Source: an optimization exercise on an open RTL-to-GDS flow (aim: small area). Production flows keep margins and buffers that such runs may drop. Where RTL was checked, it was by simulation tests only, not by an equivalence proof against the original. The clock port is modelled as an ideal driver, which makes a skipped or thinned clock tree look cheaper than it is; a real chip needs a root buffer or a tree. No activity file was given, so power comes from the tool's default toggle rates.

Setup of the previous run:
## i4004_dec
module i4004_dec (
    input  wire        clk,
    input  wire        rst,           
    input  wire [7:0]  prog_byte,     
    input  wire [3:0]  din,           
    input  wire        test,          
    output wire [11:0] fetch_addr,    
    output wire        opcode_next,   
    output reg         ev_valid,      
    output reg         ev_write,      
    output wire [2:0]  ev_kind,       
    output wire [2:0]  ev_bank,       
    output wire [7:0]  ev_data,       
    output reg  [3:0]  acc,
    output reg         cy,
    output wire        fault
);
For scale: ~730 cells after synthesis, roughly 150 flip-flops, about 0.0082 sq mm of cells after synthesis.
make LEC_CHECK=0 CAP_MARGIN=20 CORE_MARGIN=2 CORE_UTILIZATION=40 CTS_BUF_LIST=sky130_fd_sc_hd__clkbuf_8 SLEW_MARGIN=20 finish   # period 10.0 ns
run.sh (not shown) runs the stock make flow with config.mk's settings and CLKGATE_MAP_FILE= SYNTH_SCRIPT=/design/flow/synth_recipe.tcl, a recipe that flattens the netlist after the stock synthesis.
Edits applied to the flow inputs when going from the previous run to the current run:
==> flow/flow/run.sh (new file) <==
#!/bin/bash
# Own layout flow: the standard flow (standard.sh) with two changes:
#  * synthesis maps the logic with an area-oriented ABC script (abc_area.script,
#    used in place of ORFS's abc_speed.script); everything else in synthesis,
#    including the registers, is the standard synthesis;
#  * the port buffers that global placement inserts are sky130_fd_sc_hd__buf_1.
# Each step's full output goes to a log file in this folder (and ORFS's own
# logs under orfs/logs).
set -euo pipefail
W=$(pwd)
mkdir -p sdir
cp -r "$FLOW_HOME"/scripts/. sdir/
cp flow/abc_area.script sdir/abc_speed.script
SCRIPTS_DIR="$W/sdir" bash standard.sh synth > synth.log 2>&1
BUFFER_PORTS_ARGS="-buffer_cell sky130_fd_sc_hd__buf_1" bash standard.sh > layout.log 2>&1
==> flow/flow/abc_area.script (new file) <==
strash
dch -f
amap
==> flow/standard.sh (new file) <==
#!/bin/bash
# synth_recipe.tcl (not shown) runs the flow's synth.tcl, then flattens the netlist and writes it again
# the make line also repeats each setting of config.mk as NAME=value (left out here)
make -C /OpenROAD-flow-scripts/flow DESIGN_CONFIG=/design/flow/config.mk WORK_HOME=/design/flow/orfs CLKGATE_MAP_FILE= SYNTH_SCRIPT=/design/flow/synth_recipe.tcl "${@:-finish}"
removed: flow/run.sh
Results
sky130_fd_sc_hd__edfxtp_1 as the most common library cell in the layout ignoring fill and taps was reported by the previous run, and sky130_fd_sc_hd__nor2_1 by the current run.
The current run: all stages complete, timing, DRC and antenna checks passed
| worst hold path cell count | the current run vs the previous run | 1 lower |
Per the comparison of the current run with the previous run, final core area utilization went up, length of routed met3 wiring lost 180 um, final wirelength down 1400 um, number of non-filler instances in the completed layout comparable.
Summary of the current run over the previous run: total instance count after detailed placement held, share of final-layout standard cells stronger than drive strength 1 shrank by 7.0 points, area growth from synthesis to layout went down by 0.16 points.
Function was not checked in any run of this note: the RTL went through the layout flow alone.


job 101:
i4004_dec, a different RTL version from the one above (not shown whole).
Size in the first run: ~620 cells after synthesis, about 150 flip-flops, ~6900 µm² of cells after synthesis.
Settings: LEC_CHECK=0, CAP_MARGIN=20, CORE_MARGIN=2, CORE_UTILIZATION=65, SLEW_MARGIN=20; clock period 10.0 ns.
standard.sh (not shown) runs the stock make flow with config.mk's settings and CLKGATE_MAP_FILE= SYNTH_SCRIPT=/design/flow/synth_recipe.tcl, a recipe that flattens the netlist after the stock synthesis.
==> flow/flow/run.sh <==
#!/bin/bash
# Own layout flow: the standard flow (standard.sh) with three changes:
#  * synthesis maps the logic with an area-oriented ABC script (abc_area.script,
#    used in place of ORFS's abc_speed.script); everything else in synthesis,
#    including the registers, is the standard synthesis;
#  * the port buffers that global placement inserts are sky130_fd_sc_hd__buf_1;
#  * the clock tree is built by clock_tree.tcl (sourced before ORFS's CTS
#    step): the clock port drives one root clock buffer, which drives a few
#    clock buffers, each driving one balanced cluster of registers; the rest
#    of ORFS's CTS step (legalisation, timing repair) runs as usual.
# Each step's full output goes to a log file in this folder (and ORFS's own
# logs under orfs/logs).
set -euo pipefail
W=$(pwd)
mkdir -p sdir
cp -r "$FLOW_HOME"/scripts/. sdir/
cp flow/abc_area.script sdir/abc_speed.script
SCRIPTS_DIR="$W/sdir" bash standard.sh synth > synth.log 2>&1
export BUFFER_PORTS_ARGS="-buffer_cell sky130_fd_sc_hd__buf_1"
export PRE_CTS_TCL="$W/flow/clock_tree.tcl"
export CTS_M_N=6
export CTS_M_ROOT=sky130_fd_sc_hd__clkbuf_8
export CTS_M_BUF=sky130_fd_sc_hd__clkbuf_16
bash standard.sh > layout.log 2>&1
==> flow/flow/abc_area.script <==
strash
&get -n
&deepsyn -T 60
&put
dc2
dc2
dch -f
amap
==> flow/flow/clock_tree.tcl <==
# Manual clock tree: the clock port drives CTS_M_N clock buffers; each drives
# the registers of one cluster (k-means on register positions). Replaces
# clock_tree_synthesis for this step.
set nbuf [expr {[info exists ::env(CTS_M_N)] ? $::env(CTS_M_N) : 4}]
set bufm [expr {[info exists ::env(CTS_M_BUF)] ? $::env(CTS_M_BUF) : "sky130_fd_sc_hd__clkbuf_16"}]
set db [ord::get_db]
set block [[$db getChip] getBlock]
set clknet [$block findNet clk]
set sinks {}
foreach it [$clknet getITerms] {
  set inst [$it getInst]
  set bb [$inst getBBox]
  lappend sinks [list $it [expr {([$bb xMin] + [$bb xMax]) / 2.0}] [expr {([$bb yMin] + [$bb yMax]) / 2.0}]]
}
set n [llength $sinks]
# initial centres: spread along sorted x then y
set cx {}; set cy {}
set sx [lsort -real -index 1 $sinks]
for {set k 0} {$k < $nbuf} {incr k} {
  set s [lindex $sx [expr {int(($k + 0.5) * $n / $nbuf)}]]
  lappend cx [lindex $s 1]; lappend cy [lindex $s 2]
}
# balanced k-means: assign each sink to the nearest centre with room
set cap [expr {int(ceil(double($n) / $nbuf))}]
for {set iter 0} {$iter < 30} {incr iter} {
  set pairs {}
  set i 0
  foreach s $sinks {
    for {set k 0} {$k < $nbuf} {incr k} {
      set d [expr {abs([lindex $s 1] - [lindex $cx $k]) + abs([lindex $s 2] - [lindex $cy $k])}]
      lappend pairs [list $d $i $k]
    }
    incr i
  }
  set pairs [lsort -real -index 0 $pairs]
  set assign [lrepeat $n -1]
  set cnt [lrepeat $nbuf 0]
  foreach p $pairs {
    lassign $p d i k
    if {[lindex $assign $i] >= 0} continue
    if {[lindex $cnt $k] >= $cap} continue
    lset assign $i $k
    lset cnt $k [expr {[lindex $cnt $k] + 1}]
  }
  set sumx [lrepeat $nbuf 0.0]; set sumy [lrepeat $nbuf 0.0]
  set i 0
  foreach s $sinks {
    set k [lindex $assign $i]
    lset sumx $k [expr {[lindex $sumx $k] + [lindex $s 1]}]
    lset sumy $k [expr {[lindex $sumy $k] + [lindex $s 2]}]
    incr i
  }
  for {set k 0} {$k < $nbuf} {incr k} {
    if {[lindex $cnt $k] > 0} {
      lset cx $k [expr {[lindex $sumx $k] / [lindex $cnt $k]}]
      lset cy $k [expr {[lindex $sumy $k] / [lindex $cnt $k]}]
    }
  }
}
set master [$db findMaster $bufm]
# optional root buffer between the clock port and the cluster buffers
set rootm [expr {[info exists ::env(CTS_M_ROOT)] ? $::env(CTS_M_ROOT) : ""}]
set srcnet $clknet
if {$rootm ne ""} {
  set sx 0.0; set sy 0.0
  for {set k 0} {$k < $nbuf} {incr k} { set sx [expr {$sx + [lindex $cx $k]}]; set sy [expr {$sy + [lindex $cy $k]}] }
  set rinst [odb::dbInst_create $block [$db findMaster $rootm] "clkbuf_m_root"]
  $rinst setLocation [expr {int($sx / $nbuf)}] [expr {int($sy / $nbuf)}]
  $rinst setPlacementStatus PLACED
  set srcnet [odb::dbNet_create $block "clknet_m_root"]
  $srcnet setSigType CLOCK
  [$rinst findITerm A] connect $clknet
  [$rinst findITerm X] connect $srcnet
}
for {set k 0} {$k < $nbuf} {incr k} {
  set inst [odb::dbInst_create $block $master "clkbuf_m_$k"]
  $inst setLocation [expr {int([lindex $cx $k])}] [expr {int([lindex $cy $k])}]
  $inst setPlacementStatus PLACED
  set net [odb::dbNet_create $block "clknet_m_$k"]
  $net setSigType CLOCK
  [$inst findITerm A] connect $srcnet
  [$inst findITerm X] connect $net
  set nets($k) $net
}
set i 0
foreach s $sinks {
  set it [lindex $s 0]
  $it disconnect
  $it connect $nets([lindex $assign $i])
  incr i
}
$clknet setSigType CLOCK
puts "manual clock tree: $nbuf x $bufm for $n sinks"
rename clock_tree_synthesis _orfs_clock_tree_synthesis
proc clock_tree_synthesis {args} {
  set_propagated_clock [all_clocks]
}
Here is what was changed in the inputs of job 102 compared with job 101.
Settings: SLEW_MARGIN now 0, was 20; CAP_MARGIN now 0, was 20.
[summary]
Job 102 vs. job 101: final cell count was more or less identical; layout overhead on the synthesized area went down by 0.22 points; number of vias after detailed routing was more or less identical; clock power went down by about 2%; routed wire length went up by about 0.3%.
Relative to job 102, the following input files were edited for job 103:
-- flow/flow/run.sh --
<<< job 102, line 20
export PRE_CTS_TCL="$W/flow/clock_tree.tcl"
export CTS_M_N=6
export CTS_M_ROOT=sky130_fd_sc_hd__clkbuf_8
>>> job 103, line 20
export PRE_CTS_TCL="$W/flow/clock_tree.tcl"
export CTS_M_N=7
export CTS_M_CAPF=1.25
export CTS_M_ROOT=sky130_fd_sc_hd__clkbuf_8
==> flow/flow/abc_area.script <==
strash
&get -n
&deepsyn -T 60
&put
dc2
dc2
dch -f
amap -A 10 -F 3
-- flow/flow/clock_tree.tcl --
<<< job 102, line 1
# Manual clock tree: the clock port drives CTS_M_N clock buffers; each drives
# the registers of one cluster (k-means on register positions). Replaces
# clock_tree_synthesis for this step.
set nbuf [expr {[info exists ::env(CTS_M_N)] ? $::env(CTS_M_N) : 4}]
>>> job 103, line 1
# Manual clock tree, sourced before ORFS's CTS step (PRE_CTS_TCL): the clock
# port drives one root buffer (CTS_M_ROOT), which drives CTS_M_N clock buffers
# (CTS_M_BUF); each of those drives the registers of one cluster (k-means on
# register positions, at most CTS_M_CAPF times the average cluster size).
# clock_tree_synthesis is then replaced by a no-op that sets propagated
# clocks; the rest of the CTS step (legalisation, timing repair) runs as usual.
set nbuf [expr {[info exists ::env(CTS_M_N)] ? $::env(CTS_M_N) : 4}]
<<< job 102, line 23
# balanced k-means: assign each sink to the nearest centre with room
set cap [expr {int(ceil(double($n) / $nbuf))}]
for {set iter 0} {$iter < 30} {incr iter} {
>>> job 103, line 26
# balanced k-means: assign each sink to the nearest centre with room
set capf [expr {[info exists ::env(CTS_M_CAPF)] ? $::env(CTS_M_CAPF) : 1.0}]
set cap [expr {int(ceil($capf * double($n) / $nbuf))}]
for {set iter 0} {$iter < 30} {incr iter} {
--- outcome ---
Job 103 ended with more average cell area after synthesis than job 102. Job 103: post-route worst setup slack 330 ps above job 102. When the final numbers for job 102 and job 103 were put side by side, the largest stage delay on the critical path turned out to be smaller in job 103.
Modified inputs, job 104 compared to job 103
Settings: swapping 0 for 20 in CAP_MARGIN; swapping 0 for 20 in SLEW_MARGIN.
Results
Between job 103 and job 104, the post-layout total power figures differ only marginally. Job 104: routing usage on met3 is 1.4 points lower than what job 103 reported. Diff job 103..job 104 | share of total power in the clock network | negligible. Job 103 -> job 104: length of routed met2 wiring increased slightly. Against job 103, worst setup slack after placement in job 104 came out worse.
No run of this note takes its clock network from TritonCTS; it comes from the design's own scripts or RTL.

re-timing with driven ports:
How much do the figures lean on ideal ports? The routed layouts below were timed once more, with nothing changed but the port constraints.
Step 1: set_driving_cell puts a clkbuf_16 on clk and a buf_2 on each other input, an assumption about the parent block.
Step 2 adds t to the input delays and takes it off the output delays; t is the mean of the earliest and latest rising clock arrival at the registers after step 1. Input paths then give back, and output paths get back, about the clock's delay inside the block.
Slacks: ideal / step 1 / step 2; pairs: ideal / step 1.
| run | t, ns | setup slack, ns | worst register clock-pin slew, ns | cell pins on the clock port's net |
|---|---|---|---|---|
| the previous run | 0.506 | 3.160 / 3.176 / 2.670 | 0.11 / 0.11 | 1 |
| the current run | 0.493 | 2.984 / 2.999 / 2.505 | 0.10 / 0.10 | 1 |
| job 101 | 0.461 | 3.147 / 3.160 / 2.700 | 0.12 / 0.12 | 1 |
| job 102 | 0.445 | 3.052 / 3.063 / 2.618 | 0.11 / 0.11 | 1 |
| job 103 | 0.467 | 3.383 / 3.399 / 2.932 | 0.10 / 0.10 | 1 |
| job 104 | 0.457 | 3.505 / 3.515 / 3.058 | 0.10 / 0.10 | 1 |
After both steps setup and hold are still met in every run listed. For the previous run, which loses most, drivers alone change the setup slack by +0.016 ns; drivers and shift together by -0.490 ns.
